Context: an optimization exercise on an open-source flow, tuned for small area, a short achievable clock period and few clock cycles. The choices shown serve that exercise and are no tape-out recipe.
Where RTL was checked, it was by simulation tests only, not by an equivalence proof against the original.
Power figures rest on the tool's default switching activity, not on a simulated workload.

==> 03-18: inputs <==
==> flow/design.v <==
module hl_rx_core (
    input  wire        clk,
    input  wire        rst,           
    input  wire        cmd_valid,
    input  wire [31:0] cmd_word,
    output wire        cmd_ready,
    output reg         rsp_valid,
    output reg  [7:0]  rsp_status,
    output reg  [31:0] rsp_value,
    output reg  [7:0]  rsp_flags,
    output reg         frm_valid,
    output reg  [7:0]  frm_data
);
    localparam [7:0] OP_CRC_INIT    = 8'h01;
    localparam [7:0] OP_CRC_FEED    = 8'h02;
    localparam [7:0] OP_CRC_READ    = 8'h03;
    localparam [7:0] OP_RX_START    = 8'h20;
    localparam [7:0] OP_RX_APPEND   = 8'h21;
    localparam [7:0] OP_RX_SCAN     = 8'h22;
    localparam [7:0] OP_STATUS_READ = 8'h30;
    localparam [7:0] ST_OK          = 8'd0;
    localparam [7:0] ST_RX_OVERFLOW = 8'd6;
    localparam [7:0] ST_ILLEGAL_OP  = 8'd7;
    localparam [7:0] ST_RX_DONE     = 8'd9;
    function [15:0] crc_byte;
        input [15:0] r;
        input [7:0]  b;
        integer k;
        reg [15:0] c;
        reg [7:0]  d;
        begin
            c = r;
            d = b;
            for (k = 0; k < 8; k = k + 1) begin
                if ((c[0] ^ d[0]) == 1'b1)
                    c = (c >> 1) ^ 16'hA001;
                else
                    c = c >> 1;
                d = d >> 1;
            end
            crc_byte = c;
        end
    endfunction
    function [15:0] crc_drop;
        input [7:0] b;
        begin
            crc_drop = {8'h00, b} << 4 ^ {8'h00, b} << 6 ^ {8'h00, b} << 7;
        end
    endfunction
    reg [15:0] crc_reg;
    reg [8:0]  len;                  
    reg        loop_mode;
    reg        found;
    reg        done;
    reg        rxf_present;
    reg [9:1]  err_sticky;
    reg [7:0]  bank0 [0:127];
    reg [7:0]  bank1 [0:127];
    reg        act;                  
    reg [6:0]  und;                  
    reg [15:0] rcrc;                 
    reg [1:0]  nfr;                  
    reg [7:0]  pdisc;                
    reg [7:0]  stg;                  
    reg        app_p;                
    reg        feed_p;               
    reg        rdy;
    reg        eb;                   
    reg [6:0]  ecnt;                 
    assign cmd_ready = rdy;
    wire       accept = cmd_valid && rdy;
    wire [7:0] op     = cmd_word[7:0];
    wire [7:0] arg    = cmd_word[31:24];
    wire legal, l_init, l_feed, l_read, l_start, l_app, l_scan, l_stat;
    hl_rx_dec u_dec (
        .w(cmd_word), .legal(legal), .l_init(l_init), .l_feed(l_feed),
        .l_read(l_read), .l_start(l_start), .l_app(l_app), .l_scan(l_scan),
        .l_stat(l_stat)
    );
    wire acc_ok  = accept && legal;
    wire c_ill   = accept && !legal;
    wire c_init  = acc_ok && l_init;
    wire c_feed  = acc_ok && l_feed;
    wire c_start = acc_ok && l_start;
    wire c_app   = acc_ok && l_app;
    wire c_scan  = acc_ok && l_scan;
    wire full_buf  = (len == 9'd256);
    wire c_app_ok  = c_app && !done && !full_buf;
    wire c_app_ovf = c_app && !done && full_buf;
    wire c_scan_ok = c_scan && !done;
    wire c_rxdone  = (c_app || c_scan) && done;
    wire [7:0]  a_new  = act ? bank1[0]   : bank0[0];     
    wire [7:0]  a_old  = act ? bank1[126] : bank0[126];   
    wire [15:0] rstep  = crc_byte(rcrc, a_new);
    wire        full   = (und == 7'd127);
    wire        win_ok = full && ({stg, a_new} == ~rcrc);
    wire        dec_f  = app_p && win_ok;                 
    wire        dec_d  = app_p && full && !win_ok;        
    wire [6:0]  und_p1  = und + 7'd1;
    wire [6:0]  und_n   = !app_p ? und : !full ? und_p1 : win_ok ? 7'd0 : 7'd127;
    wire [1:0]  nfr_n   = dec_f ? nfr + 2'd1 : nfr;
    wire        act_n   = act ^ dec_f;
    wire [7:0]  pdisc_p1 = pdisc + 8'd1;
    wire [7:0]  pdisc_n = dec_d ? pdisc_p1 : pdisc;
    wire        nz      = (nfr != 2'd0) || dec_f;
    wire [15:0] crc_n   = feed_p ? crc_byte(crc_reg, stg) : crc_reg;
    wire [8:0]  len_p1  = len + 9'd1;
    wire        ebn = (nfr == 2'd1) ? !act : act;
    wire [7:0]  fb  = (nfr == 2'd1) ? (act ? bank0[127] : bank1[127]) :
                      (nfr == 2'd2) ? (act ? bank1[127] : bank0[127]) :
                                      (act ? bank1[126] : bank0[126]);
    wire sh0 = (app_p && !act) || (frm_valid && !eb);
    wire sh1 = (app_p &&  act) || (frm_valid &&  eb);
    integer i;
    always @(posedge clk) begin
        if (sh0) begin
            for (i = 127; i > 0; i = i - 1) bank0[i] <= bank0[i-1];
            bank0[0] <= stg;
        end
        if (sh1) begin
            for (i = 127; i > 0; i = i - 1) bank1[i] <= bank1[i-1];
            bank1[0] <= stg;
        end
    end
    wire last_fr = (nfr == 2'd1);
    wire strm    = frm_valid && (nfr != 2'd0);              
    wire rsp_end = strm && ecnt == 7'd1 && last_fr;          
    always @(posedge clk) begin
        stg <= arg;
        if (!frm_valid) begin
            frm_data <= fb;
            eb       <= ebn;
            ecnt     <= 7'd127;
        end else begin
            ecnt <= ecnt - 7'd1;
            if (ecnt == 7'd0) begin
                frm_data <= eb ? bank0[127] : bank1[127];
                eb       <= !eb;
            end else begin
                frm_data <= eb ? bank1[126] : bank0[126];
            end
        end
    end
    always @(posedge clk) begin
        if (app_p) begin
            if (und == 7'd0)
                rcrc <= 16'h0000;
            else if (dec_d)
                rcrc <= rstep ^ crc_drop(a_old);
            else
                rcrc <= rstep;
        end
    end
    wire [31:0] status_word = {err_sticky, 1'b0, 2'b00, rxf_present, 1'b0,
                               loop_mode, done, found, len};
    always @(posedge clk) begin
        if (rst) begin
            crc_reg     <= 16'h0000;
            len         <= 9'd0;
            loop_mode   <= 1'b0;
            found       <= 1'b0;
            done        <= 1'b0;
            rxf_present <= 1'b0;
            err_sticky  <= 9'h000;
            act         <= 1'b0;
            und         <= 7'd0;
            nfr         <= 2'd0;
            pdisc       <= 8'h00;
            app_p       <= 1'b0;
            feed_p      <= 1'b0;
            rdy         <= 1'b1;
            rsp_valid   <= 1'b0;
            frm_valid   <= 1'b0;
        end else begin
            app_p  <= c_app_ok;
            feed_p <= c_feed;
            act    <= act_n;
            crc_reg <= c_init ? 16'h0000 : crc_n;
            und     <= c_start ? 7'd0 : und_n;
            if (c_start || (c_scan_ok && !nz) || rsp_end)
                pdisc <= 8'h00;
            else
                pdisc <= pdisc_n;
            if (c_start)
                len <= 9'd0;
            else if (c_app_ok)
                len <= len_p1;
            else if (c_scan_ok)
                len <= {2'b00, und_n};
            if (c_start) begin
                loop_mode   <= arg[0];
                found       <= 1'b0;
                done        <= 1'b0;
                rxf_present <= 1'b0;
            end else if (c_scan_ok) begin
                found <= nz;
                if (!loop_mode && nz)
                    done <= 1'b1;
                if (nz)
                    rxf_present <= 1'b1;
            end
            if (c_ill)
                err_sticky[7] <= 1'b1;
            if (c_rxdone)
                err_sticky[9] <= 1'b1;
            if (c_app_ovf)
                err_sticky[6] <= 1'b1;
            if (!frm_valid || nfr == 2'd0) begin
                nfr       <= c_start ? 2'd0 : nfr_n;
                frm_valid <= c_scan_ok && nz;
                rdy       <= !(c_scan_ok && nz);
                rsp_valid <= accept && !(c_scan_ok && nz);
            end else begin
                if (ecnt == 7'd1)
                    nfr <= nfr - 2'd1;
                rdy       <= rsp_end;
                rsp_valid <= rsp_end;
            end
        end
    end
    wire ill = !legal;
    always @(posedge clk) begin
        if (strm) begin
            rsp_status <= ST_OK;
            rsp_flags  <= {6'h00, !loop_mode, 1'b1};
            rsp_value  <= {24'h0, pdisc};
        end else begin
            rsp_status <= ill ? ST_ILLEGAL_OP :
                          ((l_app || l_scan) && done) ? ST_RX_DONE :
                          (l_app && full_buf) ? ST_RX_OVERFLOW : ST_OK;
            rsp_flags  <= {6'h00, !ill && l_scan && !done && !loop_mode && nz,
                                  !ill && l_scan && !done && nz};
            rsp_value  <= ill ? cmd_word :
                          (({32{l_read}} & {16'h0000, ~crc_n}) |
                           ({32{l_stat}} & status_word) |
                           ({32{l_app && !done}} & (full_buf ? 32'd257 : {23'h0, len_p1})) |
                           ({32{l_scan && !done}} & {24'h0, pdisc_n}));
        end
    end
endmodule
module hl_rx_dec (
    input  wire [31:0] w,
    output wire        legal,
    output wire        l_init,
    output wire        l_feed,
    output wire        l_read,
    output wire        l_start,
    output wire        l_app,
    output wire        l_scan,
    output wire        l_stat
);
    wire [7:0] op  = w[7:0];
    wire [7:0] arg = w[31:24];
    wire z16  = (w[23:8] == 16'h0000);
    wire a0   = (arg == 8'h00);
    wire a71  = (arg[7:1] == 7'h00);
    wire m_01 = (op == 8'h01);
    wire m_02 = (op == 8'h02);
    wire m_03 = (op == 8'h03);
    wire m_20 = (op == 8'h20);
    wire m_21 = (op == 8'h21);
    wire m_22 = (op == 8'h22);
    wire m_30 = (op == 8'h30);
    assign legal = z16 && (((m_01 || m_03 || m_22 || m_30) && a0) ||
                           m_02 || m_21 || (m_20 && a71));
    wire l_crc = !op[5];                         
    wire l_rx  = op[5] && !op[4];                
    assign l_stat  = op[4];                      
    assign l_init  = l_crc && !op[1];
    assign l_feed  = l_crc && op[1] && !op[0];
    assign l_read  = l_crc && op[1] && op[0];
    assign l_start = l_rx && !op[1] && !op[0];
    assign l_app   = l_rx && op[0];
    assign l_scan  = l_rx && op[1];
endmodule
==> flow/flow/run.sh <==
#!/bin/bash
set -euo pipefail
bash standard.sh SETUP_SLACK_MARGIN=6.8 'BUFFER_PORTS_ARGS=-buffer_cell sky130_fd_sc_hd__buf_4' finish > standard.log 2>&1
==> flow/standard.sh <==
#!/bin/bash
# synth_recipe.tcl (not shown) runs the flow's synth.tcl, then flattens the netlist and writes it again
# the make line also repeats each setting of config.mk as NAME=value (left out here)
make -C /OpenROAD-flow-scripts/flow DESIGN_CONFIG=/design/flow/config.mk WORK_HOME=/design/flow/orfs CLKGATE_MAP_FILE= SYNTH_SCRIPT=/design/flow/synth_recipe.tcl "${@:-finish}"
==> flow/config.mk <==
export PLATFORM = sky130hd
export DESIGN_NAME = hl_rx_core
export DESIGN_NICKNAME = hl_rx_core
export VERILOG_FILES = /design/flow/design.v
export SDC_FILE = /design/flow/constraint.sdc
export NUM_CORES = 4
export LEC_CHECK = 0
export CAP_MARGIN = 50
export CORE_MARGIN = 2
export CORE_UTILIZATION = 60
export CTS_CLUSTER_DIAMETER = 100
export CTS_CLUSTER_SIZE = 30
export PLACE_DENSITY = 0.7
export SLEW_MARGIN = 70
export SYNTH_HIERARCHICAL = 1
export SYNTH_MINIMUM_KEEP_SIZE = 0
==> flow/constraint.sdc <==
create_clock -name core_clock -period 10.0 [get_ports {clk}]
set_input_delay 2.0000 -clock core_clock [delete_from_list [all_inputs] [get_ports {clk}]]
set_output_delay 2.0000 -clock core_clock [all_outputs]
set_load 0.01 [all_outputs]
==> 03-01: changes against 03-18 <==
==> flow/design.v, changed modules only <==
module hl_rx_core (
    input  wire        clk,
    input  wire        rst,           
    input  wire        cmd_valid,
    input  wire [31:0] cmd_word,
    output wire        cmd_ready,
    output reg         rsp_valid,
    output reg  [7:0]  rsp_status,
    output reg  [31:0] rsp_value,
    output reg  [7:0]  rsp_flags,
    output reg         frm_valid,
    output reg  [7:0]  frm_data
);
    localparam [7:0] OP_CRC_INIT    = 8'h01;
    localparam [7:0] OP_CRC_FEED    = 8'h02;
    localparam [7:0] OP_CRC_READ    = 8'h03;
    localparam [7:0] OP_RX_START    = 8'h20;
    localparam [7:0] OP_RX_APPEND   = 8'h21;
    localparam [7:0] OP_RX_SCAN     = 8'h22;
    localparam [7:0] OP_STATUS_READ = 8'h30;
    localparam [7:0] ST_OK          = 8'd0;
    localparam [7:0] ST_RX_OVERFLOW = 8'd6;
    localparam [7:0] ST_ILLEGAL_OP  = 8'd7;
    localparam [7:0] ST_RX_DONE     = 8'd9;
    function [15:0] crc_byte;
        input [15:0] r;
        input [7:0]  b;
        integer k;
        reg [15:0] c;
        reg [7:0]  d;
        begin
            c = r;
            d = b;
            for (k = 0; k < 8; k = k + 1) begin
                if ((c[0] ^ d[0]) == 1'b1)
                    c = (c >> 1) ^ 16'hA001;
                else
                    c = c >> 1;
                d = d >> 1;
            end
            crc_byte = c;
        end
    endfunction
    function [15:0] crc_drop;
        input [7:0] b;
        begin
            crc_drop = {8'h00, b} << 4 ^ {8'h00, b} << 6 ^ {8'h00, b} << 7;
        end
    endfunction
    reg [15:0] crc_reg;
    reg [8:0]  len;                  
    reg        loop_mode;
    reg        found;
    reg        done;
    reg        rxf_present;
    reg [9:1]  err_sticky;
    reg [7:0]  bank0 [0:127];
    reg [7:0]  bank1 [0:127];
    reg        act;                  
    reg [6:0]  und;                  
    reg [15:0] rcrc;                 
    reg [1:0]  nfr;                  
    reg [7:0]  pdisc;                
    reg [7:0]  stg;                  
    reg        app_p;                
    reg        feed_p;               
    reg        rdy;
    reg        eb;                   
    reg [6:0]  ecnt;                 
    assign cmd_ready = rdy;
    wire       accept = cmd_valid && rdy;
    wire [7:0] op     = cmd_word[7:0];
    wire [7:0] arg    = cmd_word[31:24];
    wire z16   = (cmd_word[23:8] == 16'h0000);
    wire a0    = (arg == 8'h00);
    wire a71   = (arg[7:1] == 7'h00);
    wire m_01  = (op == OP_CRC_INIT);
    wire m_02  = (op == OP_CRC_FEED);
    wire m_03  = (op == OP_CRC_READ);
    wire m_20  = (op == OP_RX_START);
    wire m_21  = (op == OP_RX_APPEND);
    wire m_22  = (op == OP_RX_SCAN);
    wire m_30  = (op == OP_STATUS_READ);
    wire legal = z16 && (((m_01 || m_03 || m_22 || m_30) && a0) ||
                         m_02 || m_21 || (m_20 && a71));
    wire c_ill   = accept && !legal;
    wire c_init  = accept && z16 && m_01 && a0;
    wire c_feed  = accept && z16 && m_02;
    wire c_read  = accept && z16 && m_03 && a0;
    wire c_start = accept && z16 && m_20 && a71;
    wire c_app   = accept && z16 && m_21;
    wire c_scan  = accept && z16 && m_22 && a0;
    wire c_stat  = accept && z16 && m_30 && a0;
    wire full_buf  = (len == 9'd256);
    wire c_app_ok  = c_app && !done && !full_buf;
    wire c_app_ovf = c_app && !done && full_buf;
    wire c_scan_ok = c_scan && !done;
    wire c_rxdone  = (c_app || c_scan) && done;
    wire [7:0]  a_new  = act ? bank1[0]   : bank0[0];     
    wire [7:0]  a_old  = act ? bank1[126] : bank0[126];   
    wire [15:0] rstep  = crc_byte(rcrc, a_new);
    wire        full   = (und == 7'd127);
    wire        win_ok = full && ({stg, a_new} == ~rcrc);
    wire        dec_f  = app_p && win_ok;                 
    wire        dec_d  = app_p && full && !win_ok;        
    wire [6:0]  und_p1  = und + 7'd1;
    wire [6:0]  und_n   = !app_p ? und : !full ? und_p1 : win_ok ? 7'd0 : 7'd127;
    wire [1:0]  nfr_n   = dec_f ? nfr + 2'd1 : nfr;
    wire        act_n   = act ^ dec_f;
    wire [7:0]  pdisc_p1 = pdisc + 8'd1;
    wire [7:0]  pdisc_n = dec_d ? pdisc_p1 : pdisc;
    wire        nz      = (nfr != 2'd0) || dec_f;
    wire [15:0] crc_n   = feed_p ? crc_byte(crc_reg, stg) : crc_reg;
    wire [8:0]  len_p1  = len + 9'd1;
    wire        ebn = (nfr == 2'd1) ? !act : act;
    wire [7:0]  fb  = (nfr == 2'd1) ? (act ? bank0[127] : bank1[127]) :
                      (nfr == 2'd2) ? (act ? bank1[127] : bank0[127]) :
                                      (act ? bank1[126] : bank0[126]);
    wire sh0 = (app_p && !act) || (frm_valid && !eb);
    wire sh1 = (app_p &&  act) || (frm_valid &&  eb);
    integer i;
    always @(posedge clk) begin
        if (sh0) begin
            for (i = 127; i > 0; i = i - 1) bank0[i] <= bank0[i-1];
            bank0[0] <= stg;
        end
        if (sh1) begin
            for (i = 127; i > 0; i = i - 1) bank1[i] <= bank1[i-1];
            bank1[0] <= stg;
        end
    end
    wire last_fr = (nfr == 2'd1);
    always @(posedge clk) begin
        stg <= arg;
        if (!frm_valid) begin
            frm_data <= fb;
            eb       <= ebn;
            ecnt     <= 7'd127;
        end else begin
            ecnt <= ecnt - 7'd1;
            if (ecnt == 7'd0) begin
                frm_data <= eb ? bank0[127] : bank1[127];
                eb       <= !eb;
            end else begin
                frm_data <= eb ? bank1[126] : bank0[126];
            end
        end
    end
    always @(posedge clk) begin
        if (app_p) begin
            if (und == 7'd0)
                rcrc <= 16'h0000;
            else if (dec_d)
                rcrc <= rstep ^ crc_drop(a_old);
            else
                rcrc <= rstep;
        end
    end
    wire [31:0] status_word = {err_sticky, 1'b0, 2'b00, rxf_present, 1'b0,
                               loop_mode, done, found, len};
    always @(posedge clk) begin
        if (rst) begin
            crc_reg     <= 16'h0000;
            len         <= 9'd0;
            loop_mode   <= 1'b0;
            found       <= 1'b0;
            done        <= 1'b0;
            rxf_present <= 1'b0;
            err_sticky  <= 9'h000;
            act         <= 1'b0;
            und         <= 7'd0;
            nfr         <= 2'd0;
            pdisc       <= 8'h00;
            app_p       <= 1'b0;
            feed_p      <= 1'b0;
            rdy         <= 1'b1;
            rsp_valid   <= 1'b0;
            frm_valid   <= 1'b0;
        end else begin
            app_p  <= c_app_ok;
            feed_p <= c_feed;
            act    <= act_n;
            crc_reg <= c_init ? 16'h0000 : crc_n;
            und     <= c_start ? 7'd0 : und_n;
            pdisc   <= (c_start || c_scan_ok) ? 8'h00 : pdisc_n;
            if (c_start)
                len <= 9'd0;
            else if (c_app_ok)
                len <= len_p1;
            else if (c_scan_ok)
                len <= {2'b00, und_n};
            if (c_start) begin
                loop_mode   <= arg[0];
                found       <= 1'b0;
                done        <= 1'b0;
                rxf_present <= 1'b0;
            end else if (c_scan_ok) begin
                found <= nz;
                if (!loop_mode && nz)
                    done <= 1'b1;
                if (nz)
                    rxf_present <= 1'b1;
            end
            if (c_ill)
                err_sticky[7] <= 1'b1;
            if (c_rxdone)
                err_sticky[9] <= 1'b1;
            if (c_app_ovf)
                err_sticky[6] <= 1'b1;
            if (!frm_valid || nfr == 2'd0) begin
                nfr       <= c_start ? 2'd0 : nfr_n;
                frm_valid <= c_scan_ok && nz;
                rdy       <= !(c_scan_ok && nz);
                rsp_valid <= accept && !(c_scan_ok && nz);
            end else begin
                if (ecnt == 7'd1)
                    nfr <= nfr - 2'd1;
                rdy       <= (ecnt == 7'd1 && last_fr);
                rsp_valid <= (ecnt == 7'd1 && last_fr);
            end
        end
    end
    always @(posedge clk) begin
        if (accept) begin
            rsp_status <= c_ill ? ST_ILLEGAL_OP : c_rxdone ? ST_RX_DONE :
                          c_app_ovf ? ST_RX_OVERFLOW : ST_OK;
            rsp_flags  <= {6'h00, c_scan_ok && !loop_mode && nz, c_scan_ok && nz};
            rsp_value  <= ({32{c_ill}}     & cmd_word) |
                          ({32{c_read}}    & {16'h0000, ~crc_n}) |
                          ({32{c_stat}}    & status_word) |
                          ({32{c_app_ok}}  & {23'h0, len_p1}) |
                          ({32{c_app_ovf}} & 32'd257) |
                          ({32{c_scan_ok}} & {24'h0, pdisc_n});
        end
    end
endmodule
// module hl_rx_dec removed
==> flow/flow/run.sh (replaced) <==
#!/bin/bash
set -euo pipefail
bash standard.sh SETUP_SLACK_MARGIN=6.5 'BUFFER_PORTS_ARGS=-buffer_cell sky130_fd_sc_hd__buf_4' finish > standard.log 2>&1
SYNTH_HIERARCHICAL = unset   (was 1)
SYNTH_MINIMUM_KEEP_SIZE = unset   (was 0)
==> out/metrics.csv <==
metric,value,unit
yosys warns,3,
outcome,finished clean,
Internal,11500,µW
NonClk Buf Share,0.0244,
"EDFF count, synth",2102,
relative slew slack,0.618,
GRT Resource Usage Total,0.155,
Yosys cell types,76,
DRT Wirelength,90600,µm
Clk pwr share,0.289,
CORE AREA,114000,µm²
post-route insts no fill,4581,
met1 GRT Util,0.259,
[end of results for 03-01]
==> out/metrics.csv <==
metric,value,unit
Final ANT Viol Nets,0,
outcome,finished clean,
final hold violation count,0,
CORE AREA,114000,µm²
post-route insts no fill,4633,
fraction of area in registers,0.843,
relative slew slack,0.682,
top layer in use,met4,
Critical R2R Launch,frm_valid,
GRT Resource Usage Total,0.162,
Sink Count,2180,
"EDFF count, synth",2065,
yosys warns,9,
Peak VDD IR,134,µV
Internal,11500,µW
worst slew pin tran,0.463,ns
clk_buf instances,111,
DRT Wirelength,95300,µm
Worst Setup EP,len[5],
[end of results for 03-18]
Testbench counts of 03-01, summed over its fixed seeds: cycles 51,888.
No functional check of the RTL was part of 03-18.

## what the ideal ports hide
In the flow no input, the clock included, has a driving cell. The finished layouts below were timed again as built, in two steps. Step 1: set_driving_cell puts a clkbuf_16 on clk and a buf_2 on each other input, an assumption about the parent block. Step 2, shift: input delay + t, output delay - t, t = (earliest + latest rising clock arrival at the registers) / 2. This alone moves slack from input paths to output paths. a / b / c = ideal / step 1 / step 2; a / b = the first two.
| run | t, ns | setup WS [ns] | hold WS [ns] | pins driven straight from the clock port |
|---|---|---|---|---|
| 03-18 | 0.770 | 6.426 / 6.469 / 5.700 | 0.414 / 0.414 / 0.414 | 1 |
| 03-01 | 0.753 | 6.476 / 6.480 / 5.774 | 0.415 / 0.415 / 0.415 | 1 |
After both steps setup and hold are still met in every run listed. For 03-18, which loses most, drivers alone change the setup slack by +0.043 ns; drivers and shift together by -0.726 ns.
